What follows belongs to an exercise in optimizing a design on an open flow for small area, a short achievable clock period and few clock cycles per item; a production flow would make more cautious choices. Function was checked by simulation only, so behaviour that the tests miss may differ from the original.

## flow/design.v (module list and top-level ports; edited modules follow where they fit)
// module pfe_bld_sa: 258 lines
// module pfe_bld_sb: 36 lines
// module pfe_bld_dstep: 13 lines
// module pfe_bld_prep: 54 lines
// module pfe_bld: 222 lines
module pfe_bld (
    input  wire        clk,
    input  wire        rst,
    input  wire        in_valid,
    output wire        in_ready,
    input  wire [4:0]  in_op,
    input  wire [31:0] in_src,
    input  wire [31:0] in_dst,
    output reg         out_valid,
    input  wire        out_ready,
    output reg  [31:0] out_pix
);
  // ...
==> flow/run.sh <==
#!/bin/bash
# synth_recipe.tcl (not shown) runs the flow's synth.tcl, then flattens the netlist and writes it again
# the make line also repeats each setting of config.mk as NAME=value (left out here)
make -C /OpenROAD-flow-scripts/flow DESIGN_CONFIG=/design/flow/config.mk WORK_HOME=/design/flow/orfs CLKGATE_MAP_FILE= SYNTH_SCRIPT=/design/flow/synth_recipe.tcl finish
==> flow/config.mk <==
export PLATFORM = sky130hd
export DESIGN_NAME = pfe_bld
export DESIGN_NICKNAME = pfe_bld
export VERILOG_FILES = /design/flow/design.v
export SDC_FILE = /design/flow/constraint.sdc
export NUM_CORES = 4
export LEC_CHECK = 0
export ABC_CLOCK_PERIOD_IN_PS = 5000
export CAP_MARGIN = 20
export CORE_MARGIN = 2
export CORE_UTILIZATION = 40
export SETUP_SLACK_MARGIN = 5
export SLEW_MARGIN = 20
==> flow/constraint.sdc <==
create_clock -name core_clock -period 16.0 [get_ports {clk}]
set_input_delay 3.2000 -clock core_clock [delete_from_list [all_inputs] [get_ports {clk}]]
set_output_delay 3.2000 -clock core_clock [all_outputs]
set_load 0.01 [all_outputs]
==> results.toml, run 1 <==
[status]
status = "timing/DRC/antenna clean"

[logic_synthesis]
yosysWarnings = 17
synthTopCellsByCount = "1531 x inv_1, 1004 x ha_1, 916 x fa_1"
ys_ff_latch = 507
synthTopCellsByArea = "fa_1 22%, edfxtp_1 18%, ha_1 15%"

[sta]
clock.fmax_mhz = 97.0
finalMaxSlewViolations = 0
final-setup-viol-count = 0
fin_skew_ns = 0.0455

[setup_path]
cp-endpoint = "b2r[1][1]"
cp.depth = 43
reg2reg_depth = 43

[final_layout]
most-common-layout-cells = "1528 x inv_1, 1004 x ha_1, 916 x fa_1"
drive_gt1_frac = 0.0428
largest_register = "y1"
multi_input_area_um2 = 62500
largest_reg_flops = 57
final_nets = 11334

[floorplanning]
tap_cells = 2805
die-area_um2 = 215000

[cts]
htree_levels = 3

[min_path]
worstHoldStart = "sv"

[placement]
gp_congestion = 0.970
Testbench counts, summed over its fixed seeds: cycles 24,838, items 16,384.
==> run 2, diff against run 1 <==
==> flow/config.mk (replaced) <==
export PLATFORM = sky130hd
export DESIGN_NAME = pfe_bld
export DESIGN_NICKNAME = pfe_bld
export VERILOG_FILES = /design/flow/design.v
export SDC_FILE = /design/flow/constraint.sdc
export NUM_CORES = 4
export LEC_CHECK = 0
export CAP_MARGIN = 20
export CORE_MARGIN = 2
export CORE_UTILIZATION = 40
export SLEW_MARGIN = 20
==> results.toml, run 2 <==
[status]
status = "timing/DRC/antenna clean"

[sta]
relSlewSlack = 0.292
grt_setup_unrepaired = "false"
fin_skew_ns = 0.0477
tns_ns = 0
worst_hold_slack_ns = 0.512
hold_viol = 0
final.setup.worst_slack_ns = 4.81
clock.fmax_mhz = 89.4
final-setup-viol-count = 0
tightest_slew_ns = 1.06
finalCriticalPeriod_ns = 11.19
finalCritPeriodShare = 0.699
finalMaxSlewViolations = 0

[drt]
num_vias = 68209
wl_per_cell_um = 22.9
vias_per_cell = 5.59
drt-total-wl_mm = 280
ant_nets = 0
drt_pre_antenna_iters = 11
drc = 0
drt_iter0_drc = 5990

[logic_synthesis]
avgSynthCellArea_um2 = 9.02
synthMuxAreaShare = 0.0249
async_reset_ff_frac = 0
synth_compound_area_frac = 0.140
netlist_instances = 9365
synth_edf_count = 497
synthTopCellsByArea = "fa_1 22%, edfxtp_1 18%, ha_1 15%"
synth_nets = 11358
yosys.area_share.adder = 0.366
synth_seq_area_share = 0.179
synth.most_common_cell = "inv_1"
synth_top_family_by_area = "adder cells"
synthTopCellsByCount = "1531 x inv_1, 1004 x ha_1, 916 x fa_1"
yosysWarnings = 17
ys_types = 111
synth_xor_xnor_area_share = 0.0515
netlist.area_leader.share = 0.217
ys.flop_type = "edfxtp_1"
synth.cell_area_um2 = 84400
synth_area_leader_cell = "fa_1"
yosys.area_share.simple = 0.156
ys_ff_latch = 507

[global_route]
grt_pass1_vias = 68352
grt_max_degree = 137
grt_usage = 0.257
grt_pass1_wl_mm = 423
antenna_found_initial = 13
grt-ovfl-total = 0

[floorplanning]
io_pins = 107
die_h_um = 463
coreArea_um2 = 210000
die_w_um = 463
num_rows = 168
die-area_um2 = 215000
start_util = 0.403

[final_layout]
final_common_cell = "inv_1"
post-route-util = 0.434
most-common-layout-cells = "1529 x inv_1, 1004 x ha_1, 916 x fa_1"
n_fill_cell = 20651
reg_top3 = "y1: 57 flops, x1: 48 flops, a1r: 33 flops"
drive_gt1_frac = 0.0419
area_growth_pct = 7.78
largest_register = "y1"
largest_reg_flops = 57
stdcell_area_um2 = 91000
final_nets = 11331

[cts]
clock-sinks = 507
cts.hold.buffers_added = 0
clockBufferDepth = 3
cts_setup_buffers = 0
cts.repair.resized = 0
clock-root-buffer = "clkbuf_16"
clock_latency_ns = 0.70
cts-buffers-inserted = 66
htree_levels = 3
cts.clk_slew.worst_paths_ns = 0.06
cts_tree = "yes"

[min_path]
hold_path_class = "reg2reg"
whs_path_depth = 2
hold_end = "v1"
worstHoldStart = "v1"

[setup_path]
r2r_slack_ns = 4.81
startpoint_type = "flop"
crit_path_top_delay_cell = "o41a_1"
cp.required_ns = 16.39
reg2reg_depth = 43
critPathKind = "reg2reg"
cpMostUsedCell = "o21ai_0"
r2r_end = "b2r[1][6]"
worstPathArrival_ns = 11.58
worst_path_largest_cell_delay_ns = 0.63
r2r_start = "den[1][1]"
end_kind = "flop"
path_max_fanout = 12

[placement]
placed_cell_area_um2 = 88700
dp_hpwl_mm = 223
gp_congestion = 0.970
place_ws_ns = 4.93
port_buffers = 106

[run]
max_cap_viol_count = 0
## run 2: layer usage
metal  routed length [µm]  part of all wire  global-route usage
met1               126000              0.45               0.358
met2               125000              0.45               0.410
met3                19400             0.069              0.0398
met4                 9660             0.035              0.0798
met5                    0                 0                   0
## run 2: cells by family (layout without fill, tap and decap cells)
group / Yosys count / in the layout
flip-flops: 507 / 507
multiplexers: 176 / 176
buffers and inverters: 1846 / 1870
AO/OA/AOI/OAI: 1786 / 1786
other: 0 / 3
AND/OR/NAND/NOR: 2635 / 2635
XOR/XNOR: 494 / 494
adder cells (fa/ha/maj): 1921 / 1921
## run 2: through the flow
step	std cells
global placement	12075
CTS	12194
detailed placement	12075
floorplan	9365
global route	12195
finish	12197
## run 2: worst max-delay path by stage
stage | startpoint | end | slack, ns | cells past startpoint
finish | den[1][1] | b2r[1][6] | 4.81 | 43
global placement | den[1][1] | b2r[1][1] | 4.90 | 43
detailed placement | den[1][1] | b2r[1][1] | 4.93 | 43
global route | den[1][1] | b2r[1][0] | 3.99 | 43
floorplan | den[1][1] | b2r[1][1] | 6.85 | 44
CTS | den[1][1] | b2r[1][1] | 4.86 | 43
## run 2: layout make-up
| cell class | count | area [µm²] | share of cell area |
|---|---|---|---|
| diodes | 3 | 7.51 | 0.0000825 |
| multi-input cells | 7012 | 62400 | 0.686 |
| repair buffers | 217 | 1890 | 0.0208 |
| flip-flops and latches | 507 | 15100 | 0.166 |
| clock inverters | 42 | 536 | 0.00588 |
| well taps | 2805 | 3510 | 0.0386 |
| clock buffers | 77 | 1720 | 0.0189 |
| inverters | 1534 | 5770 | 0.0634 |
## run 2: critical path, delay by kind of cell (launching register included)
family | cells | cell delay, ns
compound gates | 22 | 5.67
fa+ha+maj | 4 | 0.98
buf+inv | 5 | 0.80
mux | 4 | 1.50
flops | 1 | 0.51
simple gates | 8 | 1.40
==> module pfe_bld_sb, before the edit <==
module pfe_bld_sb (
    input  wire [15:0] x,
    input  wire [18:0] y,
    input  wire [7:0]  s,
    input  wire [7:0]  d,
    input  wire        ks,      
    input  wire        kd,      
    input  wire [1:0]  am,      
    input  wire        mn,      
    input  wire        bm,      
    input  wire        dk,      
    input  wire        lt,      
    output wire [7:0]  res
);
    wire [16:0] txs = {1'b0, x} + {9'b0, x[15:8]} + 17'd128;
    wire [8:0]  tx  = txs[16:8];
    wire [18:0] tys = y + {{8{y[18]}}, y[18:8]} + 19'd128;
    wire [10:0] ty  = tys[18:8];
    wire [19:0] e = {y[18], y} - {4'b0, x} + {4'b0, s, 8'b0} - {12'b0, s} - {4'b0, d, 8'b0} + {12'b0, d};
    wire e_neg  = e[19];
    wire e_zero = (e == 20'd0);
    wire use_alt = (dk & !e_neg) | (lt & (e_neg | e_zero));
    wire [8:0]  u1 = (mn && (ty[8:0] < tx)) ? ty[8:0] : tx;
    reg  [12:0] ta;
    always @* case (am)
        2'd0: ta = 13'd0;
        2'd1: ta = {4'b0, u1};
        2'd2: ta = -{4'b0, u1};
        default: ta = -{3'b0, u1, 1'b0};
    endcase
    wire [12:0] r  = (ks ? {5'b0, s} : 13'd0) + (kd ? {5'b0, d} : 13'd0) + ta +
                     (bm ? {{2{ty[10]}}, ty} : 13'd0);
    wire [9:0]  ra = {2'b0, d} + {1'b0, tx};
    wire [12:0] rf = use_alt ? {3'b0, ra} : r;
    assign res = rf[12] ? 8'd0 : (rf[11:8] != 4'd0) ? 8'd255 : rf[7:0];
endmodule
==> module pfe_bld_prep, before the edit <==
module pfe_bld_prep (
    input  wire [4:0]  op,
    input  wire [7:0]  s,
    input  wire [7:0]  d,
    input  wire [7:0]  sa,
    input  wire [7:0]  da,
    output reg  [10:0] a1,
    output reg         m1g,
    output reg  [9:0]  b2,
    output reg         g,
    output wire        need,
    output wire [7:0]  den
);
    wire [7:0]  nda  = ~da;
    wire [10:0] a_nd  = {3'b0, nda};
    wire [10:0] a_da  = {3'b0, da};
    wire [10:0] a_d   = {3'b0, d};
    wire [10:0] a_mul = {3'b0, nda} + {3'b0, d};
    wire [10:0] a_lo  = {3'b0, nda} + {2'b0, d, 1'b0};
    wire [10:0] a_hi  = 11'd255 + {3'b0, da} - {2'b0, d, 1'b0};
    wire [9:0]  b_nd  = -{2'b0, d};
    wire [9:0]  b_d   = {2'b0, d};
    wire [9:0]  b_dmda = {2'b0, d} - {2'b0, da};
    wire [9:0]  b_damd = {2'b0, da} - {2'b0, d};
    wire ovl_lo = (op[0] ? ({d, 1'b0} <= {1'b0, da}) : ({s, 1'b0} <= {1'b0, sa}));
    wire nd7 = (d != 8'd0) && (s < sa);
    wire nd8 = (d < da) && (s != 8'd0);
    assign need = (op == 5'd7) ? nd7 : (op == 5'd8) ? nd8 : 1'b0;
    assign den  = (op == 5'd7) ? sa - s : s;
    always @* begin
        a1 = a_nd; m1g = 1'b0; b2 = b_nd; g = 1'b1;
        case (op)
            5'd1: begin a1 = a_mul; m1g = 1'b1; end
            5'd2, 5'd11: begin a1 = a_d; g = 1'b0; end
            5'd3, 5'd4: begin
                m1g = 1'b1;
                if (ovl_lo) a1 = a_lo;
                else begin a1 = a_hi; b2 = b_dmda; end
            end
            5'd10: begin a1 = a_da; b2 = b_d; g = 1'b0; end
            5'd17: begin a1 = a_da; g = 1'b0; end
            5'd19: a1 = a_da;
            5'd7: begin
                if (nd7) begin a1 = 11'd0; b2 = b_d; g = 1'b0; end
                else begin m1g = 1'b1; b2 = (d == 8'd0) ? 10'd0 : b_damd; end
            end
            5'd8: begin
                if (nd8) begin a1 = 11'd0; b2 = b_damd; g = 1'b0; end
                else begin m1g = 1'b1; b2 = (d >= da) ? b_damd : b_nd; end
            end
            default: ;
        endcase
    end
endmodule
==> module pfe_bld, before the edit <==
module pfe_bld (
    input  wire        clk,
    input  wire        rst,
    input  wire        in_valid,
    output wire        in_ready,
    input  wire [4:0]  in_op,
    input  wire [31:0] in_src,
    input  wire [31:0] in_dst,
    output reg         out_valid,
    input  wire        out_ready,
    output reg  [31:0] out_pix
);
    genvar i;
    reg        v0;
    reg [4:0]  op0;
    reg [31:0] src0, dst0;
    reg        db0;               
    reg        bu0;               
    reg [2:0]  need0;             
    reg [2:0]  ph;                
    reg [10:0] a1r [0:2];
    reg [2:0]  m1gr;
    reg [9:0]  b2r [0:2];
    reg [2:0]  gr;
    reg [7:0]  den [0:2];
    reg [2:0]  vuse;
    reg        axn0;              
    reg        v1;
    reg        sv;                
    wire       busy0 = db0 && ((ph == 3'd0) ? (|need0) : (ph != 3'd6));
    wire       adv0  = v0 && !busy0 && (!v1 || !sv);
    assign in_ready  = !v0 || adv0;
    wire [7:0] sa = src0[31:24];
    wire [7:0] da = dst0[31:24];
    wire [10:0] pa1 [0:2];
    wire [9:0]  pb2 [0:2];
    wire [2:0]  pm1g, pg, pneed;
    wire [7:0]  pden [0:2];
    generate
        for (i = 0; i < 3; i = i + 1) begin : g_prep
            pfe_bld_prep u_prep (
                .op(in_op), .s(in_src[8*i +: 8]), .d(in_dst[8*i +: 8]),
                .sa(in_src[31:24]), .da(in_dst[31:24]),
                .a1(pa1[i]), .m1g(pm1g[i]), .b2(pb2[i]), .g(pg[i]),
                .need(pneed[i]), .den(pden[i])
            );
        end
    endgenerate
    always @(posedge clk) begin
        if (rst) v0 <= 1'b0;
        else if (in_ready) v0 <= in_valid;
        if (in_ready) begin
            op0   <= in_op;
            src0  <= in_src;
            dst0  <= in_dst;
            db0   <= (in_op == 5'd7) || (in_op == 5'd8);
            bu0   <= in_op == 5'd8;
            need0 <= pneed;
            axn0  <= (in_op == 5'd18) || (in_op == 5'd20);
        end
    end
    reg [7:0] rem [0:2];
    reg [7:0] qs  [0:2];
    reg [2:0] sat;
    wire [2:0] sat_now;
    wire all_sat = &(sat_now | ~need0);
    always @(posedge clk) begin
        if (rst) ph <= 3'd0;
        else if (adv0) ph <= 3'd0;
        else if (v0 && db0) begin
            case (ph)
                3'd0: ph <= (|need0) ? 3'd1 : 3'd0;
                3'd3: ph <= all_sat ? 3'd6 : 3'd4;
                3'd6: ph <= 3'd6;
                default: ph <= ph + 3'd1;
            endcase
        end
    end
    wire [15:0] xa [0:2];
    wire [18:0] ya [0:2];
    generate
        for (i = 0; i < 3; i = i + 1) begin : g_ch
            wire [7:0] s = src0[8*i +: 8];
            wire [7:0] d = dst0[8*i +: 8];
            pfe_bld_sa u_sa (
                .s(s), .a1(a1r[i]), .a1g(a1r[i] & {11{m1gr[i]}}), .sa(sa), .b2(b2r[i]),
                .gd(d & {8{gr[i]}}), .vr(qs[i] & {8{vuse[i]}}), .vneg(bu0 & vuse[i]),
                .x(xa[i]), .y(ya[i])
            );
            wire [7:0] r1, q1, r2, q2, r3, q3, r4, q4;
            pfe_bld_dstep u_d1 (.rem_i(rem[i]), .qs_i(qs[i]), .den(den[i]), .rem_o(r1), .qs_o(q1));
            pfe_bld_dstep u_d2 (.rem_i(r1), .qs_i(q1), .den(den[i]), .rem_o(r2), .qs_o(q2));
            pfe_bld_dstep u_d3 (.rem_i(r2), .qs_i(q2), .den(den[i]), .rem_o(r3), .qs_o(q3));
            pfe_bld_dstep u_d4 (.rem_i(r3), .qs_i(q3), .den(den[i]), .rem_o(r4), .qs_o(q4));
            assign sat_now[i] = sat[i] | (qs[i] >= da);
            wire [9:0] b_fin = bu0 ? (sat_now[i] ? -{2'b0, d} : {2'b0, da} - {2'b0, d} - {2'b0, qs[i]})
                                   : (sat_now[i] ? {2'b0, da} - {2'b0, d} : {2'b0, qs[i]} - {2'b0, d});
            wire ld = need0[i] && !in_ready;
            always @(posedge clk) begin
                if (in_ready) begin
                    a1r[i]  <= pa1[i];
                    m1gr[i] <= pm1g[i];
                    b2r[i]  <= pb2[i];
                    gr[i]   <= pg[i];
                    den[i]  <= pden[i];
                    vuse[i] <= 1'b0;
                end else if (ld && ph == 3'd2) begin
                    a1r[i]  <= 11'd0;
                    m1gr[i] <= 1'b0;
                    b2r[i]  <= {2'b0, r4};
                    gr[i]   <= 1'b0;
                end else if (ld && ph == 3'd3) begin
                    a1r[i]  <= {3'b0, ~da};
                    m1gr[i] <= 1'b1;
                    b2r[i]  <= b_fin;
                    gr[i]   <= 1'b1;
                    vuse[i] <= !sat_now[i];
                end
                case (ph)
                    3'd0, 3'd3: begin
                        rem[i] <= ya[i][15:8];
                        qs[i]  <= ya[i][7:0];
                    end
                    3'd1, 3'd2, 3'd4, 3'd5: begin
                        rem[i] <= r4;
                        qs[i]  <= q4;
                    end
                    default: ;
                endcase
                if (ph == 3'd1) sat[i] <= rem[i] >= den[i];
                else if (ph == 3'd3) sat[i] <= sat_now[i];
            end
        end
    endgenerate
    wire [7:0]  axa = axn0 ? ~da : da;
    wire [7:0]  nsa = ~sa;
    wire [15:0] xal = sa * axa;
    wire [15:0] yal = da * nsa;
    reg [15:0] x1 [0:2];
    reg [18:0] y1 [0:2];
    reg [23:0] c1s, c1d;
    reg [15:0] xal1, yal1;
    reg [7:0]  sa1, da1;
    reg        ks1, kd1, mn1, bm1, dk1, lt1;
    reg [1:0]  am1;
    reg [1:0]  aka1;              
    reg [1:0]  aam1;              
    reg        abm1;
    always @(posedge clk) begin
        if (rst) v1 <= 1'b0;
        else if (adv0) v1 <= 1'b1;
        else if (!sv) v1 <= 1'b0;
        if (adv0) begin
            x1[0] <= xa[0]; x1[1] <= xa[1]; x1[2] <= xa[2];
            y1[0] <= ya[0]; y1[1] <= ya[1]; y1[2] <= ya[2];
            c1s <= src0[23:0];
            c1d <= dst0[23:0];
            xal1 <= xal; yal1 <= yal;
            sa1 <= sa; da1 <= da;
            ks1 <= 1'b0; kd1 <= 1'b0; mn1 <= 1'b0; bm1 <= 1'b0; dk1 <= 1'b0; lt1 <= 1'b0; am1 <= 2'd0;
            aka1 <= 2'd0; aam1 <= 2'd0; abm1 <= 1'b0;
            case (op0)
                5'd0, 5'd16: begin ks1 <= 1'b1; bm1 <= 1'b1; end
                5'd1, 5'd3, 5'd4, 5'd7, 5'd8: bm1 <= 1'b1;
                5'd2: begin ks1 <= 1'b1; kd1 <= 1'b1; am1 <= 2'd2; end
                5'd5: begin ks1 <= 1'b1; bm1 <= 1'b1; dk1 <= 1'b1; end
                5'd6: begin ks1 <= 1'b1; bm1 <= 1'b1; lt1 <= 1'b1; end
                5'd10: begin ks1 <= 1'b1; kd1 <= 1'b1; am1 <= 2'd3; mn1 <= 1'b1; end
                5'd11: begin ks1 <= 1'b1; kd1 <= 1'b1; am1 <= 2'd3; end
                5'd17, 5'd18: am1 <= 2'd1;
                5'd19, 5'd20: begin am1 <= 2'd1; bm1 <= 1'b1; end
                default: ;
            endcase
            case (op0)
                5'd0, 5'd1, 5'd2, 5'd3, 5'd4, 5'd5, 5'd6, 5'd7, 5'd8, 5'd10, 5'd11:
                       begin aka1 <= 2'd3; aam1 <= 2'd2; end
                5'd16: begin aka1 <= 2'd1; abm1 <= 1'b1; end
                5'd17, 5'd18: aam1 <= 2'd1;
                5'd19: aka1 <= 2'd2;
                5'd20: begin aam1 <= 2'd1; abm1 <= 1'b1; end
                default: ;
            endcase
        end
    end
    wire [7:0] res [0:2];
    generate
        for (i = 0; i < 3; i = i + 1) begin : g_sb
            pfe_bld_sb u_sb (
                .x(x1[i]), .y(y1[i]), .s(c1s[8*i +: 8]), .d(c1d[8*i +: 8]),
                .ks(ks1), .kd(kd1), .am(am1), .mn(mn1), .bm(bm1), .dk(dk1), .lt(lt1),
                .res(res[i])
            );
        end
    endgenerate
    wire [16:0] txas = {1'b0, xal1} + {9'b0, xal1[15:8]} + 17'd128;
    wire [16:0] tyas = {1'b0, yal1} + {9'b0, yal1[15:8]} + 17'd128;
    wire [8:0]  txa  = txas[16:8];
    wire [8:0]  tya  = tyas[16:8];
    wire [9:0]  ta_a = (aam1 == 2'd1) ? {1'b0, txa} : (aam1 == 2'd2) ? -{1'b0, txa} : 10'd0;
    wire [9:0]  a    = (aka1[0] ? {2'b0, sa1} : 10'd0) + (aka1[1] ? {2'b0, da1} : 10'd0) + ta_a +
                       (abm1 ? {1'b0, tya} : 10'd0);
    wire [7:0]  ra   = (a[9:8] != 2'd0) ? 8'd255 : a[7:0];
    wire [31:0] pix1 = {ra, res[2], res[1], res[0]};
    reg  [31:0] spix;
    wire fire1 = v1 && !sv;
    wire ofree = !out_valid || out_ready;
    always @(posedge clk) begin
        if (rst) begin
            out_valid <= 1'b0;
            sv <= 1'b0;
        end else if (ofree) begin
            out_valid <= sv || fire1;
            sv <= 1'b0;
        end else if (fire1) begin
            sv <= 1'b1;
        end
        if (ofree)
            out_pix <= sv ? spix : pix1;
        if (!ofree && fire1)
            spix <= pix1;
    end
endmodule
==> run 3, diff against run 2 <==
--- a/flow/design.v
+++ b/flow/design.v
@@ -274,36 +274,39 @@
     wire [8:0]  tx  = txs[16:8];
     wire [18:0] tys = y + {{8{y[18]}}, y[18:8]} + 19'd128;
     wire [10:0] ty  = tys[18:8];
-    wire [19:0] e = {y[18], y} - {4'b0, x} + {4'b0, s, 8'b0} - {12'b0, s} - {4'b0, d, 8'b0} + {12'b0, d};
-    wire e_neg  = e[19];
-    wire e_zero = (e == 20'd0);
-    wire use_alt = (dk & !e_neg) | (lt & (e_neg | e_zero));
-    wire [8:0]  u1 = (mn && (ty[8:0] < tx)) ? ty[8:0] : tx;
+    wire [19:0] f = {y[18], y} + {4'hf, ~x} + {4'h0, s, d} + {4'hf, ~d, ~s} + {18'd0, ~lt, lt};
+    wire f_neg   = f[19];
+    wire use_alt = dk ? !f_neg : (lt & f_neg);
+    wire y_lt_x = y[15:0] < x;
+    wire [8:0]  u  = (mn && y_lt_x) ? ty[8:0] : tx;
     reg  [12:0] ta;
     always @* case (am)
         2'd0: ta = 13'd0;
-        2'd1: ta = {4'b0, u1};
-        2'd2: ta = -{4'b0, u1};
-        default: ta = -{3'b0, u1, 1'b0};
+        2'd1: ta = {4'b0, u};
+        2'd2: ta = ~{4'b0, u} + 13'd1;
+        default: ta = ~{3'b0, u, 1'b0} + 13'd1;
     endcase
-    wire [12:0] r  = (ks ? {5'b0, s} : 13'd0) + (kd ? {5'b0, d} : 13'd0) + ta +
-                     (bm ? {{2{ty[10]}}, ty} : 13'd0);
+    wire [12:0] r  = ({5'b0, s} & {13{ks}}) + ({5'b0, d} & {13{kd}}) + ta + ({{2{ty[10]}}, ty} & {13{bm}});
     wire [9:0]  ra = {2'b0, d} + {1'b0, tx};
-    wire [12:0] rf = use_alt ? {3'b0, ra} : r;
-    assign res = rf[12] ? 8'd0 : (rf[11:8] != 4'd0) ? 8'd255 : rf[7:0];
+    wire [7:0]  cm = r[12] ? 8'd0 : (r[11:8] != 4'd0) ? 8'd255 : r[7:0];
+    wire [7:0]  ca = (ra[9:8] != 2'd0) ? 8'd255 : ra[7:0];
+    assign res = use_alt ? ca : cm;
 endmodule
-module pfe_bld_dstep (
+module pfe_bld_dstep4 (
     input  wire [7:0] rem_i,
     input  wire [7:0] qs_i,
     input  wire [7:0] den,
+    input  wire [9:0] den3,
     output wire [7:0] rem_o,
     output wire [7:0] qs_o
 );
-    wire [8:0] sh = {rem_i, qs_i[7]};
-    wire [9:0] tr = {1'b0, sh} - {2'b0, den};
-    wire ge = !tr[9];
-    assign rem_o = ge ? tr[7:0] : sh[7:0];
-    assign qs_o  = {qs_i[6:0], ge};
+    wire [9:0]  xx = {rem_i, qs_i[7:6]};
+    wire [10:0] t1 = {1'b0, xx} - {3'b0, den};
+    wire [10:0] t2 = {1'b0, xx} - {2'b0, den, 1'b0};
+    wire [10:0] t3 = {1'b0, xx} - {1'b0, den3};
+    wire g1 = !t1[10], g2 = !t2[10], g3 = !t3[10];
+    assign rem_o = g3 ? t3[7:0] : g2 ? t2[7:0] : g1 ? t1[7:0] : xx[7:0];
+    assign qs_o  = {qs_i[5:0], g2, g3 | (g1 & !g2)};
 endmodule
 module pfe_bld_prep (
     input  wire [4:0]  op,
@@ -311,49 +314,58 @@
     input  wire [7:0]  d,
     input  wire [7:0]  sa,
     input  wire [7:0]  da,
-    output reg  [10:0] a1,
+    output wire [10:0] a1,
     output reg         m1g,
     output reg  [9:0]  b2,
     output reg         g,
     output wire        need,
     output wire [7:0]  den
 );
-    wire [7:0]  nda  = ~da;
-    wire [10:0] a_nd  = {3'b0, nda};
-    wire [10:0] a_da  = {3'b0, da};
-    wire [10:0] a_d   = {3'b0, d};
-    wire [10:0] a_mul = {3'b0, nda} + {3'b0, d};
-    wire [10:0] a_lo  = {3'b0, nda} + {2'b0, d, 1'b0};
-    wire [10:0] a_hi  = 11'd255 + {3'b0, da} - {2'b0, d, 1'b0};
-    wire [9:0]  b_nd  = -{2'b0, d};
-    wire [9:0]  b_d   = {2'b0, d};
-    wire [9:0]  b_dmda = {2'b0, d} - {2'b0, da};
-    wire [9:0]  b_damd = {2'b0, da} - {2'b0, d};
-    wire ovl_lo = (op[0] ? ({d, 1'b0} <= {1'b0, da}) : ({s, 1'b0} <= {1'b0, sa}));
-    wire nd7 = (d != 8'd0) && (s < sa);
-    wire nd8 = (d < da) && (s != 8'd0);
-    assign need = (op == 5'd7) ? nd7 : (op == 5'd8) ? nd8 : 1'b0;
-    assign den  = (op == 5'd7) ? sa - s : s;
+    wire is7 = op == 5'd7, is8 = op == 5'd8;
+    wire is34 = (op == 5'd3) || (op == 5'd4);
+    wire [7:0] c_x = op[0] ? d : s;
+    wire [7:0] c_y = op[0] ? da : sa;
+    wire ovl_lo = {c_x, 1'b0} <= {1'b0, c_y};
+    wire [7:0] l_x = is7 ? s : d;
+    wire [7:0] l_y = is7 ? sa : da;
+    wire lt_c = l_x < l_y;                     
+    wire d_nz = d != 8'd0, s_nz = s != 8'd0;
+    assign need = is7 ? (d_nz & lt_c) : is8 ? (s_nz & lt_c) : 1'b0;
+    assign den  = is7 ? sa - s : s;
+    reg [10:0] p, q;
     always @* begin
-        a1 = a_nd; m1g = 1'b0; b2 = b_nd; g = 1'b1;
+        p = {3'b0, ~da}; q = 11'd0;
         case (op)
-            5'd1: begin a1 = a_mul; m1g = 1'b1; end
-            5'd2, 5'd11: begin a1 = a_d; g = 1'b0; end
-            5'd3, 5'd4: begin
-                m1g = 1'b1;
-                if (ovl_lo) a1 = a_lo;
-                else begin a1 = a_hi; b2 = b_dmda; end
-            end
-            5'd10: begin a1 = a_da; b2 = b_d; g = 1'b0; end
-            5'd17: begin a1 = a_da; g = 1'b0; end
-            5'd19: a1 = a_da;
+            5'd1: q = {3'b0, d};
+            5'd3, 5'd4: q = {2'b0, d, 1'b0};
+            5'd2, 5'd11: p = 11'd0;
+            5'd10, 5'd17, 5'd19: p = {3'b0, da};
+            5'd7: if (d_nz & lt_c) p = 11'd0;
+            5'd8: if (s_nz & lt_c) p = 11'd0;
+            default: ;
+        endcase
+        if (op == 5'd2 || op == 5'd11) q = {3'b0, d};
+    end
+    wire [10:0] a_sum = p + q;
+    wire [10:0] a_hi  = {2'b0, 1'b1, da} + ~{2'b0, d, 1'b0};    
+    assign a1 = (is34 && !ovl_lo) ? a_hi : a_sum;
+    wire [9:0] b_nd   = ~{2'b0, d} + 10'd1;
+    wire [9:0] b_dmda = {2'b0, d} - {2'b0, da};
+    wire [9:0] b_damd = {2'b0, da} - {2'b0, d};
+    always @* begin
+        b2 = b_nd; g = 1'b1; m1g = 1'b0;
+        case (op)
+            5'd1: m1g = 1'b1;
+            5'd3, 5'd4: begin m1g = 1'b1; if (!ovl_lo) b2 = b_dmda; end
+            5'd2, 5'd11, 5'd17: g = 1'b0;
+            5'd10: begin b2 = {2'b0, d}; g = 1'b0; end
             5'd7: begin
-                if (nd7) begin a1 = 11'd0; b2 = b_d; g = 1'b0; end
-                else begin m1g = 1'b1; b2 = (d == 8'd0) ? 10'd0 : b_damd; end
+                if (d_nz & lt_c) begin b2 = {2'b0, d}; g = 1'b0; end
+                else begin m1g = 1'b1; if (d_nz) b2 = b_damd; end
             end
             5'd8: begin
-                if (nd8) begin a1 = 11'd0; b2 = b_damd; g = 1'b0; end
-                else begin m1g = 1'b1; b2 = (d >= da) ? b_damd : b_nd; end
+                if (s_nz & lt_c) begin b2 = b_damd; g = 1'b0; end
+                else begin m1g = 1'b1; if (!lt_c) b2 = b_damd; end
             end
             default: ;
         endcase
@@ -378,19 +390,20 @@
     reg        db0;               
     reg        bu0;               
     reg [2:0]  need0;             
+    reg        busy0;             
     reg [2:0]  ph;                
     reg [10:0] a1r [0:2];
     reg [2:0]  m1gr;
     reg [9:0]  b2r [0:2];
     reg [2:0]  gr;
     reg [7:0]  den [0:2];
+    reg [9:0]  den3 [0:2];
     reg [2:0]  vuse;
     reg        axn0;              
     reg        v1;
     reg        sv;                
-    wire       busy0 = db0 && ((ph == 3'd0) ? (|need0) : (ph != 3'd6));
     wire       adv0  = v0 && !busy0 && (!v1 || !sv);
-    assign in_ready  = !v0 || adv0;
+    assign in_ready  = !v0 || (!busy0 && (!v1 || !sv));
     wire [7:0] sa = src0[31:24];
     wire [7:0] da = dst0[31:24];
     wire [10:0] pa1 [0:2];
@@ -407,6 +420,11 @@
             );
         end
     endgenerate
+    reg  [7:0] rem [0:2];
+    reg  [7:0] qs  [0:2];
+    reg  [2:0] sat;
+    wire [2:0] sat_now;
+    wire all_sat = &(sat_now | ~need0);
     always @(posedge clk) begin
         if (rst) v0 <= 1'b0;
         else if (in_ready) v0 <= in_valid;
@@ -418,13 +436,12 @@
             bu0   <= in_op == 5'd8;
             need0 <= pneed;
             axn0  <= (in_op == 5'd18) || (in_op == 5'd20);
+            busy0 <= |pneed;
+        end else begin
+            busy0 <= db0 && ((ph == 3'd0) ? (|need0) : (ph == 3'd1) || (ph == 3'd2) || (ph == 3'd4) ||
+                                                        (ph == 3'd3 && !all_sat));
         end
     end
-    reg [7:0] rem [0:2];
-    reg [7:0] qs  [0:2];
-    reg [2:0] sat;
-    wire [2:0] sat_now;
-    wire all_sat = &(sat_now | ~need0);
     always @(posedge clk) begin
         if (rst) ph <= 3'd0;
         else if (adv0) ph <= 3'd0;
@@ -448,13 +465,11 @@
                 .gd(d & {8{gr[i]}}), .vr(qs[i] & {8{vuse[i]}}), .vneg(bu0 & vuse[i]),
                 .x(xa[i]), .y(ya[i])
             );
-            wire [7:0] r1, q1, r2, q2, r3, q3, r4, q4;
-            pfe_bld_dstep u_d1 (.rem_i(rem[i]), .qs_i(qs[i]), .den(den[i]), .rem_o(r1), .qs_o(q1));
-            pfe_bld_dstep u_d2 (.rem_i(r1), .qs_i(q1), .den(den[i]), .rem_o(r2), .qs_o(q2));
-            pfe_bld_dstep u_d3 (.rem_i(r2), .qs_i(q2), .den(den[i]), .rem_o(r3), .qs_o(q3));
-            pfe_bld_dstep u_d4 (.rem_i(r3), .qs_i(q3), .den(den[i]), .rem_o(r4), .qs_o(q4));
+            wire [7:0] r1, q1, r2, q2;
+            pfe_bld_dstep4 u_d1 (.rem_i(rem[i]), .qs_i(qs[i]), .den(den[i]), .den3(den3[i]), .rem_o(r1), .qs_o(q1));
+            pfe_bld_dstep4 u_d2 (.rem_i(r1), .qs_i(q1), .den(den[i]), .den3(den3[i]), .rem_o(r2), .qs_o(q2));
             assign sat_now[i] = sat[i] | (qs[i] >= da);
-            wire [9:0] b_fin = bu0 ? (sat_now[i] ? -{2'b0, d} : {2'b0, da} - {2'b0, d} - {2'b0, qs[i]})
+            wire [9:0] b_fin = bu0 ? (sat_now[i] ? ~{2'b0, d} + 10'd1 : {2'b0, da} - {2'b0, d} - {2'b0, qs[i]})
                                    : (sat_now[i] ? {2'b0, da} - {2'b0, d} : {2'b0, qs[i]} - {2'b0, d});
             wire ld = need0[i] && !in_ready;
             always @(posedge clk) begin
@@ -468,7 +483,7 @@
                 end else if (ld && ph == 3'd2) begin
                     a1r[i]  <= 11'd0;
                     m1gr[i] <= 1'b0;
-                    b2r[i]  <= {2'b0, r4};
+                    b2r[i]  <= {2'b0, r2};
                     gr[i]   <= 1'b0;
                 end else if (ld && ph == 3'd3) begin
                     a1r[i]  <= {3'b0, ~da};
@@ -477,14 +492,15 @@
                     gr[i]   <= 1'b1;
                     vuse[i] <= !sat_now[i];
                 end
+                if (ph == 3'd0) den3[i] <= {2'b0, den[i]} + {1'b0, den[i], 1'b0};
                 case (ph)
                     3'd0, 3'd3: begin
                         rem[i] <= ya[i][15:8];
                         qs[i]  <= ya[i][7:0];
                     end
                     3'd1, 3'd2, 3'd4, 3'd5: begin
-                        rem[i] <= r4;
-                        qs[i]  <= q4;
+                        rem[i] <= r2;
+                        qs[i]  <= q2;
                     end
                     default: ;
                 endcase
--- a/flow/config.mk
+++ b/flow/config.mk
@@ -8,4 +8,5 @@
 export CAP_MARGIN = 20
 export CORE_MARGIN = 2
 export CORE_UTILIZATION = 40
+export SETUP_SLACK_MARGIN = 5
 export SLEW_MARGIN = 20
==> results.toml, run 3 <==
[logic_synthesis]
yosysWarnings = 19
synth_edf_count = 527
avgSynthCellArea_um2 = 9.09
synth_nets = 11589
ys.flop_type = "edfxtp_1"
netlist_instances = 9514
ys_ff_latch = 538
synth_area_leader_cell = "fa_1"
synth_xor_xnor_area_share = 0.0569
netlist.area_leader.share = 0.215
async_reset_ff_frac = 0
ys_types = 99
synth.most_common_cell = "inv_1"
synthTopCellsByCount = "1464 x inv_1, 1071 x ha_1, 931 x fa_1"
yosys.area_share.simple = 0.149
yosys.area_share.adder = 0.370
synth_compound_area_frac = 0.142
synth.cell_area_um2 = 86500
synthMuxAreaShare = 0.0187
synth_seq_area_share = 0.185
synth_top_family_by_area = "adder cells"
synthTopCellsByArea = "fa_1 22%, edfxtp_1 18%, ha_1 15%"

[final_layout]
most-common-layout-cells = "1463 x inv_1, 1071 x ha_1, 931 x fa_1"
final_common_cell = "inv_1"
reg_top3 = "y1: 57 flops, x1: 48 flops, a1r: 33 flops"
n_fill_cell = 20929
drive_gt1_frac = 0.0402
area_growth_pct = 7.96
largest_register = "y1"
final_nets = 11561
largest_reg_flops = 57

[sta]
hold_viol = 0
relSlewSlack = 0.255
grt_setup_unrepaired = "false"
finalCriticalPeriod_ns = 9.92
clock.fmax_mhz = 101
finalMaxSlewViolations = 0
tns_ns = 0
finalCritPeriodShare = 0.620
fin_skew_ns = 0.0512
final.setup.worst_slack_ns = 6.08
worst_hold_slack_ns = 0.545
final-setup-viol-count = 0
tightest_slew_ns = 1.12

[cts]
cts-buffers-inserted = 76
clockBufferDepth = 3
clock-sinks = 538
clock_latency_ns = 0.72
htree_levels = 3
cts_tree = "yes"
cts_setup_buffers = 0
cts.clk_slew.worst_paths_ns = 0.06
cts.repair.resized = 0
clock-root-buffer = "clkbuf_16"
cts.hold.buffers_added = 0

[min_path]
hold_path_class = "reg2reg"
whs_path_depth = 1

[drt]
ant_nets = 0
drt_iter0_drc = 5839
drt_pre_antenna_iters = 6
wl_per_cell_um = 23.1
vias_per_cell = 5.61
num_vias = 69504
drc = 0
drt-total-wl_mm = 287

[global_route]
grt_usage = 0.260
grt-ovfl-total = 0
grt_pass1_wl_mm = 436
grt_max_degree = 80
antenna_found_initial = 17
grt_pass1_vias = 71000

[placement]
dp_hpwl_mm = 228
gp_congestion = 0.951
place_ws_ns = 5.54
port_buffers = 106

[setup_path]
reg2reg_depth = 20
end_kind = "flop"
path_max_fanout = 58
r2r_slack_ns = 8.33
cp.required_ns = 16.54
worstPathArrival_ns = 10.46
startpoint_type = "primary input"
critPathKind = "in2reg"

[floorplanning]
die_w_um = 469
num_rows = 170
die-area_um2 = 220000
start_util = 0.403
coreArea_um2 = 215000
io_pins = 107
die_h_um = 469

[status]
status = "timing/DRC/antenna clean"

[run]
max_cap_viol_count = 0
-- run 3: worst max-delay path: stages --
cell	delay, ns
clkdlybuf4s50_1	0.75
nand4bb_1	0.50
nor2_4	0.54
buf_4	0.57
nor2_1	0.08
a21oi_1	0.41
ha_1	0.33
o21a_1	0.19
o21ai_0	0.14
o21bai_1	0.11
a31oi_1	0.59
a21oi_1	0.16
nor2_1	0.22
nand2_1	0.25
o21a_1	0.25
ha_1	0.20
fa_1	0.41
a21o_1	0.20
a21oi_1	0.23
o21bai_1	0.10
a21oi_1	0.25
o21bai_1	0.10
a21oi_1	0.19
mux2i_1	0.10
nor2_1	0.11
o21ai_0	0.10
a21oi_1	0.17
-- run 3: kinds of logic (layout without fill, tap and decap cells) --
| kind of cell | Yosys count | after routing |
|---|---|---|
| and+or+nand+nor | 2572 | 2572 |
| adders and majority gates | 2002 | 2002 |
| AOI/OAI and AO/OA | 1911 | 1911 |
| buffers and inverters | 1796 | 1825 |
| xor gates and xnor gates | 559 | 559 |
| DFF | 538 | 538 |
| muxes | 136 | 136 |
| other | 0 | 4 |
-- run 3: through the flow --
| step | instances | instance area [µm²] | util |
|---|---|---|---|
| 6_report | 12385 | 93400 | 0.435 |
| 5_1_grt | 12382 | 93400 | 0.435 |
| 4_1_cts | 12380 | 93300 | 0.434 |
| 3_5_place_dp | 12245 | 90800 | 0.423 |
| 3_3_place_gp | 12245 | 90800 | 0.423 |
| 2_1_floorplan | 9514 | 86500 | - |
-- run 3: area by class of cell --
class | count | area [µm²] | share of cell area
sequential | 538 | 16000 | 0.172
antenna | 4 | 10.0 | 0.000107
clock buffer | 85 | 2030 | 0.0217
tap | 2838 | 3550 | 0.0380
clock inverter | 50 | 512 | 0.00548
multi-input combinational | 7180 | 63800 | 0.683
inverter | 1473 | 5540 | 0.0593
timing repair buffer | 217 | 1900 | 0.0203
-- run 3: path summary, 6_finish.rpt --
kind                 start           to
hold reg to reg   spix[23]  out_pix[23]
hold / removal    spix[23]  out_pix[23]
setup reg to reg   src0[1]    rem[0][7]
setup / recovery  in_op[1]    a1r[2][8]
-- run 3: layer usage --
metal | up-vias | share of wire | global-route usage
met2 | 2632 | 0.44 | 0.403
met1 | 34416 | 0.44 | 0.365
met5 | - | 0.00013 | 0
li1 | 31959 | - | -
met3 | 491 | 0.085 | 0.0484
met4 | 6 | 0.036 | 0.0848
Testbench counts of run 3, summed over its fixed seeds: cycles 24,838, items 16,384.
==> run 4, diff against run 3 <==
--- a/flow/design.v
+++ b/flow/design.v
@@ -384,6 +384,9 @@
     output reg  [31:0] out_pix
 );
     genvar i;
+    reg        vi;
+    reg [4:0]  opi;
+    reg [31:0] srci, dsti;
     reg        v0;
     reg [4:0]  op0;
     reg [31:0] src0, dst0;
@@ -402,8 +405,18 @@
     reg        axn0;              
     reg        v1;
     reg        sv;                
+    wire       ldp   = !v0 || (!busy0 && (!v1 || !sv));    
     wire       adv0  = v0 && !busy0 && (!v1 || !sv);
-    assign in_ready  = !v0 || (!busy0 && (!v1 || !sv));
+    assign in_ready  = !vi || ldp;
+    always @(posedge clk) begin
+        if (rst) vi <= 1'b0;
+        else if (in_ready) vi <= in_valid;
+        if (in_ready) begin
+            opi  <= in_op;
+            srci <= in_src;
+            dsti <= in_dst;
+        end
+    end
     wire [7:0] sa = src0[31:24];
     wire [7:0] da = dst0[31:24];
     wire [10:0] pa1 [0:2];
@@ -413,8 +426,8 @@
     generate
         for (i = 0; i < 3; i = i + 1) begin : g_prep
             pfe_bld_prep u_prep (
-                .op(in_op), .s(in_src[8*i +: 8]), .d(in_dst[8*i +: 8]),
-                .sa(in_src[31:24]), .da(in_dst[31:24]),
+                .op(opi), .s(srci[8*i +: 8]), .d(dsti[8*i +: 8]),
+                .sa(srci[31:24]), .da(dsti[31:24]),
                 .a1(pa1[i]), .m1g(pm1g[i]), .b2(pb2[i]), .g(pg[i]),
                 .need(pneed[i]), .den(pden[i])
             );
@@ -427,15 +440,15 @@
     wire all_sat = &(sat_now | ~need0);
     always @(posedge clk) begin
         if (rst) v0 <= 1'b0;
-        else if (in_ready) v0 <= in_valid;
-        if (in_ready) begin
-            op0   <= in_op;
-            src0  <= in_src;
-            dst0  <= in_dst;
-            db0   <= (in_op == 5'd7) || (in_op == 5'd8);
-            bu0   <= in_op == 5'd8;
+        else if (ldp) v0 <= vi;
+        if (ldp) begin
+            op0   <= opi;
+            src0  <= srci;
+            dst0  <= dsti;
+            db0   <= (opi == 5'd7) || (opi == 5'd8);
+            bu0   <= opi == 5'd8;
             need0 <= pneed;
-            axn0  <= (in_op == 5'd18) || (in_op == 5'd20);
+            axn0  <= (opi == 5'd18) || (opi == 5'd20);
             busy0 <= |pneed;
         end else begin
             busy0 <= db0 && ((ph == 3'd0) ? (|need0) : (ph == 3'd1) || (ph == 3'd2) || (ph == 3'd4) ||
@@ -471,9 +484,9 @@
             assign sat_now[i] = sat[i] | (qs[i] >= da);
             wire [9:0] b_fin = bu0 ? (sat_now[i] ? ~{2'b0, d} + 10'd1 : {2'b0, da} - {2'b0, d} - {2'b0, qs[i]})
                                    : (sat_now[i] ? {2'b0, da} - {2'b0, d} : {2'b0, qs[i]} - {2'b0, d});
-            wire ld = need0[i] && !in_ready;
+            wire ld = need0[i] && !ldp;
             always @(posedge clk) begin
-                if (in_ready) begin
+                if (ldp) begin
                     a1r[i]  <= pa1[i];
                     m1gr[i] <= pm1g[i];
                     b2r[i]  <= pb2[i];
==> results.toml, run 4 <==
[status]
status = "timing/DRC/antenna clean"

[min_path]
hold_path_class = "reg2reg"
hold_end = "src0[24]"
whs_path_depth = 0
worstHoldStart = "srci[24]"

[drt]
drt_pre_antenna_iters = 6
wl_per_cell_um = 22.7
drt_iter0_drc = 5855
drt-total-wl_mm = 285
ant_nets = 0
drc = 0
num_vias = 69907
vias_per_cell = 5.56

[sta]
clock.fmax_mhz = 132
tns_ns = 0
finalCriticalPeriod_ns = 7.56
fin_skew_ns = 0.0370
relSlewSlack = 0.210
final-setup-viol-count = 0
hold_viol = 0
finalCritPeriodShare = 0.472
grt_setup_unrepaired = "false"
final.setup.worst_slack_ns = 8.44
finalMaxSlewViolations = 0
tightest_slew_ns = 1.18

[final_layout]
largest_register = "y1"
final_common_cell = "inv_1"
reg_top3 = "y1: 57 flops, x1: 48 flops, a1r: 33 flops"
most-common-layout-cells = "1462 x inv_1, 1071 x ha_1, 931 x fa_1"
stdcell_area_um2 = 95700
drive_gt1_frac = 0.0404
final_nets = 11620
largest_reg_flops = 57
final_cells = 12577
area_growth_pct = 8.16

[logic_synthesis]
yosysWarnings = 19
ys_types = 98
async_reset_ff_frac = 0
synthTopCellsByArea = "fa_1 21%, edfxtp_1 20%, ha_1 15%"
ys.flop_type = "edfxtp_1"
synth.most_common_cell = "inv_1"
synth_nets = 11647
netlist.area_leader.share = 0.211
synth_seq_area_share = 0.205
ys_ff_latch = 608
synthTopCellsByCount = "1464 x inv_1, 1071 x ha_1, 931 x fa_1"
avgSynthCellArea_um2 = 9.24
synth_area_leader_cell = "fa_1"
synth.cell_area_um2 = 88400
synth_edf_count = 596
netlist_instances = 9572

[cts]
cts_tree = "yes"
clock_latency_ns = 0.73
cts.repair.resized = 0
cts.hold.buffers_added = 0
cts_setup_buffers = 0
cts-buffers-inserted = 80
htree_levels = 3
cts.clk_slew.worst_paths_ns = 0.06
clockBufferDepth = 3
clock-sinks = 608
clock-root-buffer = "clkbuf_16"

[global_route]
antenna_found_initial = 16
grt_pass1_vias = 70974
grt_usage = 0.252
grt-ovfl-total = 0
grtUsageMet3 = 0.0539
grt_max_degree = 140
top_usage_layer = "met2"
use_met2 = 0.389
grt_pass1_wl_mm = 432
grt_util_met1 = 0.347

[floorplanning]
coreArea_um2 = 220000
num_rows = 172
start_util = 0.403
die-area_um2 = 225000
die_w_um = 474
die_h_um = 474
io_pins = 107

[run]
max_cap_viol_count = 0

[setup_path]
r2r_start = "x1[0][13]"
r2r_slack_ns = 8.44
r2r_end = "out_pix[6]"
worstPathArrival_ns = 8.03
reg2reg_depth = 23
end_kind = "flop"
startpoint_type = "flop"
critPathKind = "reg2reg"
path_max_fanout = 8
cp.required_ns = 16.47

[placement]
gp_congestion = 0.946
placed_cell_area_um2 = 92900
placed_cells = 12421
port_buffers = 106
place_ws_ns = 8.53
dp_hpwl_mm = 226
==> run 4: cell families (layout without fill, tap and decap cells) <==
kind of cell	after synthesis	after routing	synth area share
flops	608	608	0.205
xor+xnor	536	536	0.0532
simple gates	2575	2575	0.145
mux	149	149	0.0197
other cells	0	9	0
compound gates	1913	1913	0.138
fa+ha+maj	2002	2002	0.362
buf+inv	1789	1827	0.0760
==> run 4: layer usage <==
layer,wire [µm],vias to the layer above,part of all wire
met2,124000,2629,0.44
met4,10900,2,0.038
met3,23100,497,0.081
met1,127000,34506,0.45
met5,11,-,0.000039
li1,-,32273,-
==> run 4: how the worst max path moves through the flow <==
stage	startpoint	to	slack, ns	depth (start not counted)
2_1_floorplan	out_ready	spix[0]	8.98	2
3_3_place_gp	x1[0][12]	out_pix[6]	8.75	22
3_5_place_dp	x1[0][13]	out_pix[6]	8.53	23
4_1_cts	x1[0][13]	out_pix[6]	8.51	23
5_1_grt	x1[0][13]	out_pix[6]	7.86	23
6_report	x1[0][13]	out_pix[6]	8.44	23
==> run 4: area by class of cell <==
class	count	area (µm²)
Fill cell	21232	124000
Multi-Input combinational cell	7175	63700
Clock buffer	91	2090
Antenna cell	9	22.5
Sequential cell	608	18100
Timing Repair Buffer	209	1830
Tap cell	2958	3700
Clock inverter	56	649
Inverter	1471	5530
==> run 4: stage by stage <==
step                      utilization  hold WS [ns]
final                           0.435         0.452
after global routing            0.435         0.464
after floorplan                     -         0.424
after global placement          0.423         0.438
after CTS                       0.435         0.451
after detailed placement        0.423         0.446
==> run 4: critical path: stages (launching register included) <==
cell and delay (ns):
edfxtp_1 0.50, inv_1 0.16, ha_1 0.32, a211oi_1 0.26, o21ai_0 0.13, a211oi_1 0.53, o21a_1 0.46, mux2i_1 0.41
ha_1 0.30, nand3_1 0.15, nor3b_1 0.29, xor2_1 0.11, mux2_2 0.27, o21ai_0 0.21, fa_1 0.48, ha_1 0.26
o311ai_0 0.61, o221a_2 0.32, a21oi_1 0.08, xnor2_1 0.19, xnor2_1 0.10, xnor2_1 0.57, o21ai_0 0.28, mux2_2 0.32
Testbench counts of run 4, summed over its fixed seeds: cycles 24,846, items 16,384.
==> run 5, diff against run 4 <==
--- a/flow/design.v
+++ b/flow/design.v
@@ -283,10 +283,11 @@
     always @* case (am)
         2'd0: ta = 13'd0;
         2'd1: ta = {4'b0, u};
-        2'd2: ta = ~{4'b0, u} + 13'd1;
-        default: ta = ~{3'b0, u, 1'b0} + 13'd1;
+        2'd2: ta = ~{4'b0, u};
+        default: ta = ~{3'b0, u, 1'b0};
     endcase
-    wire [12:0] r  = ({5'b0, s} & {13{ks}}) + ({5'b0, d} & {13{kd}}) + ta + ({{2{ty[10]}}, ty} & {13{bm}});
+    wire        tc = am[1];               
+    wire [12:0] r  = ({5'b0, s} & {13{ks}}) + ({5'b0, d} & {13{kd}}) + ta + ({{2{ty[10]}}, ty} & {13{bm}}) + {12'd0, tc};
     wire [9:0]  ra = {2'b0, d} + {1'b0, tx};
     wire [7:0]  cm = r[12] ? 8'd0 : (r[11:8] != 4'd0) ? 8'd255 : r[7:0];
     wire [7:0]  ca = (ra[9:8] != 2'd0) ? 8'd255 : ra[7:0];
@@ -332,43 +333,42 @@
     wire d_nz = d != 8'd0, s_nz = s != 8'd0;
     assign need = is7 ? (d_nz & lt_c) : is8 ? (s_nz & lt_c) : 1'b0;
     assign den  = is7 ? sa - s : s;
+    wire hi = is34 && !ovl_lo;
     reg [10:0] p, q;
     always @* begin
         p = {3'b0, ~da}; q = 11'd0;
         case (op)
             5'd1: q = {3'b0, d};
-            5'd3, 5'd4: q = {2'b0, d, 1'b0};
-            5'd2, 5'd11: p = 11'd0;
+            5'd3, 5'd4: if (hi) begin p = {2'b0, 1'b1, da}; q = ~{2'b0, d, 1'b0}; end
+                        else q = {2'b0, d, 1'b0};
+            5'd2, 5'd11: begin p = 11'd0; q = {3'b0, d}; end
             5'd10, 5'd17, 5'd19: p = {3'b0, da};
             5'd7: if (d_nz & lt_c) p = 11'd0;
             5'd8: if (s_nz & lt_c) p = 11'd0;
             default: ;
         endcase
-        if (op == 5'd2 || op == 5'd11) q = {3'b0, d};
     end
-    wire [10:0] a_sum = p + q;
-    wire [10:0] a_hi  = {2'b0, 1'b1, da} + ~{2'b0, d, 1'b0};    
-    assign a1 = (is34 && !ovl_lo) ? a_hi : a_sum;
-    wire [9:0] b_nd   = ~{2'b0, d} + 10'd1;
-    wire [9:0] b_dmda = {2'b0, d} - {2'b0, da};
-    wire [9:0] b_damd = {2'b0, da} - {2'b0, d};
+    assign a1 = p + q;
+    reg [9:0] bp, bq;
+    reg       bc;
     always @* begin
-        b2 = b_nd; g = 1'b1; m1g = 1'b0;
+        bp = ~{2'b0, d}; bq = 10'd0; bc = 1'b1; g = 1'b1; m1g = 1'b0;    
         case (op)
             5'd1: m1g = 1'b1;
-            5'd3, 5'd4: begin m1g = 1'b1; if (!ovl_lo) b2 = b_dmda; end
+            5'd3, 5'd4: begin m1g = 1'b1; if (hi) begin bp = {2'b0, d}; bq = ~{2'b0, da}; end end
             5'd2, 5'd11, 5'd17: g = 1'b0;
-            5'd10: begin b2 = {2'b0, d}; g = 1'b0; end
+            5'd10: begin bp = {2'b0, d}; bc = 1'b0; g = 1'b0; end
             5'd7: begin
-                if (d_nz & lt_c) begin b2 = {2'b0, d}; g = 1'b0; end
-                else begin m1g = 1'b1; if (d_nz) b2 = b_damd; end
+                if (d_nz & lt_c) begin bp = {2'b0, d}; bc = 1'b0; g = 1'b0; end
+                else begin m1g = 1'b1; if (d_nz) bq = {2'b0, da}; end
             end
             5'd8: begin
-                if (s_nz & lt_c) begin b2 = b_damd; g = 1'b0; end
-                else begin m1g = 1'b1; if (!lt_c) b2 = b_damd; end
+                if (s_nz & lt_c) begin bq = {2'b0, da}; g = 1'b0; end
+                else begin m1g = 1'b1; if (!lt_c) bq = {2'b0, da}; end
             end
             default: ;
         endcase
+        b2 = bp + bq + {9'd0, bc};
     end
 endmodule
 module pfe_bld (
--- a/flow/config.mk
+++ b/flow/config.mk
@@ -7,6 +7,6 @@
 export LEC_CHECK = 0
 export CAP_MARGIN = 20
 export CORE_MARGIN = 2
-export CORE_UTILIZATION = 40
+export CORE_UTILIZATION = 60
 export SETUP_SLACK_MARGIN = 5
 export SLEW_MARGIN = 20
==> results.toml, run 5 <==
[status]
status = "timing/DRC/antenna clean"

[sta]
finalCritPeriodShare = 0.441
clock.fmax_mhz = 142
fin_skew_ns = 0.0313
tightest_slew_ns = 1.17
finalCriticalPeriod_ns = 7.06
relSlewSlack = 0.221
final-setup-viol-count = 0
tns_ns = 0
grt_setup_unrepaired = "false"
hold_viol = 0
final.setup.worst_slack_ns = 8.94
finalMaxSlewViolations = 0

[final_layout]
drive_gt1_frac = 0.0344
multi_input_area_um2 = 61600
area_growth_pct = 6.31
seqCellArea_um2 = 18100
stdcell_area_um2 = 91800
most-common-layout-cells = "1451 x inv_1, 1038 x ha_1, 934 x fa_1"
final_nets = 11229
largest_reg_flops = 57
final_common_cell = "inv_1"
post-route-util = 0.641
n_fill_cell = 12054
reg_top3 = "y1: 57 flops, x1: 48 flops, a1r: 33 flops"
largest_register = "y1"

[setup_path]
crit_chain = "buf_4, nand2_1, inv_1, fa_1, inv_1, fa_1, fa_1, inv_1, fa_1, inv_1, fa_1, inv_1, ha_1, or3_1, or3_1, a211oi_1, o31ai_1, a21o_1, a21oi_1, xnor2_1"
worstPathArrival_ns = 7.49
cp-endpoint = "y1[0][17]"
startpoint_type = "flop"
reg2reg_depth = 20
critPathKind = "reg2reg"
worst_path_largest_cell_delay_ns = 0.97
r2r_start = "bu0"
startpoint = "bu0"
end_kind = "flop"
cp.required_ns = 16.44
r2r_slack_ns = 8.94
r2r_end = "y1[0][17]"
path_max_fanout = 37
crit_path_top_delay_cell = "edfxtp_1"

[floorplanning]
die_h_um = 383
die_w_um = 383
io_pins = 107
num_rows = 139
start_util = 0.603
coreArea_um2 = 143000
die-area_um2 = 147000

[global_route]
grt_pass1_vias = 68527
grt_pass1_wl_mm = 408
grt-ovfl-total = 0
antenna_found_initial = 8
grt_max_degree = 140
grt_usage = 0.364

[min_path]
hold_path_class = "reg2reg"
worstHoldStart = "ph[1]"

[logic_synthesis]
netlist.area_leader.share = 0.216
synthMuxAreaShare = 0.0139
synth_xor_xnor_area_share = 0.0513
ys.flop_type = "edfxtp_1"
yosys.area_share.adder = 0.367
synthTopCellsByArea = "fa_1 22%, edfxtp_1 21%, ha_1 15%"
async_reset_ff_frac = 0
synth_edf_count = 596
yosysWarnings = 19
ys_ff_latch = 608
synth_nets = 11280
synth_compound_area_frac = 0.131
avgSynthCellArea_um2 = 9.36
netlist_instances = 9235
synth_seq_area_share = 0.210
yosys.area_share.simple = 0.149
synth_top_family_by_area = "adder cells"
synthTopCellsByCount = "1454 x inv_1, 1038 x ha_1, 934 x fa_1"
synth.cell_area_um2 = 86400
synth.most_common_cell = "inv_1"
ys_types = 110
synth_area_leader_cell = "fa_1"

[cts]
cts.repair.resized = 0
clockBufferDepth = 3
cts_setup_buffers = 0
cts-buffers-inserted = 75
clock_latency_ns = 0.70
clock-sinks = 608
htree_levels = 3
clock-root-buffer = "clkbuf_16"
cts_tree = "yes"
cts.hold.buffers_added = 0
cts.clk_slew.worst_paths_ns = 0.06

[drt]
ant_nets = 0
drt_pre_antenna_iters = 6
drt_iter0_drc = 6083
drc = 0
num_vias = 68232
wl_per_cell_um = 23.7
drt-total-wl_mm = 264
vias_per_cell = 6.12

[placement]
dp_hpwl_mm = 210
placed_cell_area_um2 = 89300
port_buffers = 106
place_ws_ns = 9.03
gp_congestion = 0.985

[run]
max_cap_viol_count = 0
-- run 5: kinds of logic (layout without fill, tap and decap cells) --
family                   count (synthesis)  after routing
AO/OA/AOI/OAI                         1732           1732
buffers and inverters                 1780           1787
flip-flops                             608            608
multiplexers                            97             97
AND/OR/NAND/NOR                       2539           2539
adder cells (fa/ha/maj)               1973           1973
XOR/XNOR                               506            506
other                                    0              3
-- run 5: worst max-delay path: cells and delay by family (launching register included) --
kind	cells	cell delay, ns
adder cells (fa/ha/maj)	6	2.40
buffers and inverters	6	1.32
AND/OR/NAND/NOR	3	1.09
flip-flops	1	0.97
AO/OA/AOI/OAI	4	0.91
XOR/XNOR	1	0.09
-- run 5: layout make-up --
| type | count | area share |
|---|---|---|
| Timing Repair Buffer | 191 | 0.0186 |
| Antenna cell | 3 | 0.0000817 |
| Clock buffer | 88 | 0.0215 |
| Clock inverter | 47 | 0.00595 |
| Inverter | 1461 | 0.0598 |
| Tap cell | 1903 | 0.0259 |
| Multi-Input combinational cell | 6847 | 0.671 |
| Sequential cell | 608 | 0.197 |
-- run 5: routing by layer --
layer,wire [µm],vias to the layer above,track usage,share of wire
met5,15,-,0,0.000057
met4,10300,2,0.124,0.039
met3,25500,488,0.0729,0.096
met2,117000,3041,0.566,0.44
met1,111000,33630,0.508,0.42
li1,-,31071,-,-
-- run 5: worst min-delay path by stage --
stage             end  depth (start not counted)
2_1_floorplan  op0[1]                          0
3_3_place_gp    ph[1]                          2
3_5_place_dp    ph[1]                          2
4_1_cts         ph[1]                          2
5_1_grt         ph[1]                          2
6_report        ph[1]                          2
-- run 5: metrics by stage --
step | hold WS, ns | cells
6_report | 0.499 | 11148
2_1_floorplan | 0.421 | 9235
3_3_place_gp | 0.482 | 11008
4_1_cts | 0.501 | 11143
5_1_grt | 0.527 | 11145
3_5_place_dp | 0.495 | 11008
Testbench counts of run 5, summed over its fixed seeds: cycles 24,846, items 16,384.
==> run 6, diff against run 5 <==
--- a/flow/config.mk
+++ b/flow/config.mk
@@ -7,6 +7,6 @@
 export LEC_CHECK = 0
 export CAP_MARGIN = 20
 export CORE_MARGIN = 2
-export CORE_UTILIZATION = 60
+export CORE_UTILIZATION = 40
 export SETUP_SLACK_MARGIN = 5
 export SLEW_MARGIN = 20
==> results.toml, run 6 <==
[sta]
tns_ns = 0
fin_skew_ns = 0.0360
hold_viol = 0
final.setup.worst_slack_ns = 8.94
grt_setup_unrepaired = "false"
tightest_slew_ns = 1.17
finalCriticalPeriod_ns = 7.06
final-setup-viol-count = 0
clock.fmax_mhz = 142
finalCritPeriodShare = 0.441
finalMaxSlewViolations = 0
relSlewSlack = 0.219

[setup_path]
path_max_fanout = 15
r2r_start = "src0[14]"
worst_path_largest_cell_delay_ns = 0.91
critPathKind = "reg2reg"
end_kind = "flop"
startpoint_type = "flop"
cp.required_ns = 16.43
r2r_end = "rem[1][7]"
reg2reg_depth = 19
crit_chain = "and2_1, nand2_1, fa_1, fa_1, inv_1, fa_1, inv_1, fa_1, fa_1, inv_1, fa_1, ha_1, and3_1, o211ai_1, a31oi_1, o41ai_1, xnor2_1, nor2_1, a21oi_1"
cpMostUsedCell = "fa_1"
crit_path_top_delay_cell = "edfxtp_1"
r2r_slack_ns = 8.94
worstPathArrival_ns = 7.49

[cts]
cts.clk_slew.worst_paths_ns = 0.07
cts.repair.resized = 0
clock_latency_ns = 0.74
clock-root-buffer = "clkbuf_16"
htree_levels = 3
cts-buffers-inserted = 79
cts_setup_buffers = 0
cts_tree = "yes"
clockBufferDepth = 3
cts.hold.buffers_added = 0
clock-sinks = 608

[final_layout]
stdcell_area_um2 = 93100
final_nets = 11233
largest_reg_flops = 57
diodes = 0
drive_gt1_frac = 0.0345
most-common-layout-cells = "1452 x inv_1, 1038 x ha_1, 934 x fa_1"
post-route-util = 0.434
final_common_cell = "inv_1"
largest_register = "y1"
n_fill_cell = 20722
reg_top3 = "y1: 57 flops, x1: 48 flops, a1r: 33 flops"
area_growth_pct = 7.71

[global_route]
grt_max_degree = 95
grt_pass1_wl_mm = 419
grt-ovfl-total = 0
antenna_found_initial = 16
grt_usage = 0.250
grt_pass1_vias = 68789

[logic_synthesis]
ys_ff_latch = 608
synthTopCellsByArea = "fa_1 22%, edfxtp_1 21%, ha_1 15%"
synth_nets = 11280
netlist.area_leader.share = 0.216
synth_seq_area_share = 0.210
avgSynthCellArea_um2 = 9.36
synth_edf_count = 596
synth.cell_area_um2 = 86400
synthTopCellsByCount = "1454 x inv_1, 1038 x ha_1, 934 x fa_1"
synth.most_common_cell = "inv_1"
ys.flop_type = "edfxtp_1"
ys_types = 110
yosysWarnings = 19
netlist_instances = 9235
synth_area_leader_cell = "fa_1"
async_reset_ff_frac = 0

[run]
max_cap_viol_count = 0

[min_path]
worstHoldStart = "ph[1]"
hold_path_class = "reg2reg"
hold_end = "ph[1]"
whs_path_depth = 2

[placement]
place_ws_ns = 9.07
gp_congestion = 0.980
placed_cell_area_um2 = 90500
dp_hpwl_mm = 218
port_buffers = 106

[drt]
num_vias = 67536
top_layer = "met4"
drt-total-wl_mm = 275
vias_per_cell = 5.59
drt_pre_antenna_iters = 6
met3WireLength_mm = 21.2
ant_nets = 0
drt_iter0_drc = 5905
drc = 0
wl_met1_mm = 122
dr_wl_met2_mm = 122
wl_per_cell_um = 22.7

[floorplanning]
die_h_um = 469
coreArea_um2 = 215000
num_rows = 170
die_w_um = 469
start_util = 0.403
die-area_um2 = 220000
io_pins = 107

[status]
status = "timing/DRC/antenna clean"
run 6: cell counts after synthesis:
No cell type changed its count.
run 6: through the flow:
stage | hold WS, ns | instances
after floorplan | 0.421 | 9235
after global placement | 0.482 | 11941
after detailed placement | 0.500 | 11942
after CTS | 0.510 | 12083
after global routing | 0.533 | 12086
final | 0.513 | 12086
run 6: logic make-up after synthesis:
kind of cell	share of synthesized area
adder cells (fa/ha/maj)	0.367
XOR/XNOR	0.0513
AO/OA/AOI/OAI	0.131
flip-flops	0.210
buffers and inverters	0.0779
multiplexers	0.0139
AND/OR/NAND/NOR	0.149
run 6: layout make-up:
type	instances	area, µm²	area share
flip-flops and latches	608	18100	0.195
inverters	1461	5490	0.0590
well taps	2838	3550	0.0382
multi-input cells	6847	61600	0.662
clock buffers	90	2040	0.0219
repair buffers	191	1720	0.0184
clock inverters	51	519	0.00558
run 6: routing by layer:
| metal | vias up | GRT usage |
|---|---|---|
| li1 | 31050 | - |
| met4 | 0 | 0.0791 |
| met2 | 2498 | 0.394 |
| met1 | 33563 | 0.351 |
| met3 | 425 | 0.0399 |
| met5 | - | 0 |
run 6: how the worst max path moves through the flow:
| stage | startpoint | endpoint | slack, ns | cells past startpoint |
|---|---|---|---|---|
| 6_report | src0[14] | rem[1][7] | 8.94 | 19 |
| 5_1_grt | den[2][1] | rem[2][7] | 8.48 | 18 |
| 4_1_cts | src0[14] | rem[1][7] | 9.03 | 19 |
| 3_5_place_dp | src0[14] | rem[1][7] | 9.07 | 19 |
| 3_3_place_gp | src0[10] | rem[1][7] | 9.15 | 19 |
| 2_1_floorplan | out_ready | spix[0] | 8.98 | 2 |
run 6: critical path: cells and delay by family (launching register included):
kind / cells / cell delay, ns
adder cells (fa/ha/maj): 7 / 3.27
AND/OR/NAND/NOR: 4 / 1.28
flip-flops: 1 / 0.91
AO/OA/AOI/OAI: 4 / 0.90
XOR/XNOR: 1 / 0.22
buffers and inverters: 3 / 0.16

==> port drivers added, routing unchanged <==
Ports are ideal in the flow. The routed layouts listed here were re-timed in OpenROAD. Step 1 sets driving cells, clkbuf_16 on the clock port and buf_2 on the other inputs (assumed; they add their load-dependent delay and slew). Step 2 moves the port delays by t, midway between the first and last clock arrival at a register: inputs arrive t later, outputs are due t later. That takes back most of the time a late clock gives input paths. Slacks: ideal / step 1 / step 2; pairs: ideal / step 1.
| run | shift t [ns] | setup slack, ns | worst setup path at the end | worst register clock-pin slew, ns | worst slew at a driven data input, ns |
|---|---|---|---|---|---|
| run 1 | 0.770 | 5.689 / 5.689 / 5.689 | register to register | 0.08 / 0.08 | 0.10 |
| run 2 | 0.776 | 4.809 / 4.809 / 4.809 | register to register | 0.08 / 0.08 | 0.11 |
| run 3 | 0.783 | 6.082 / 6.149 / 5.366 | input to register | 0.07 / 0.07 | 0.04 |
| run 4 | 0.799 | 8.443 / 8.443 / 8.443 | register to register | 0.08 / 0.08 | 0.09 |
| run 5 | 0.772 | 8.945 / 8.945 / 8.945 | register to register | 0.07 / 0.07 | 0.10 |
| run 6 | 0.816 | 8.943 / 8.943 / 8.943 | register to register | 0.07 / 0.07 | 0.10 |
After both steps every run listed still meets setup and hold. The setup slack of run 3, which loses most, moves by +0.067 ns with the drivers and by -0.716 ns with both steps.
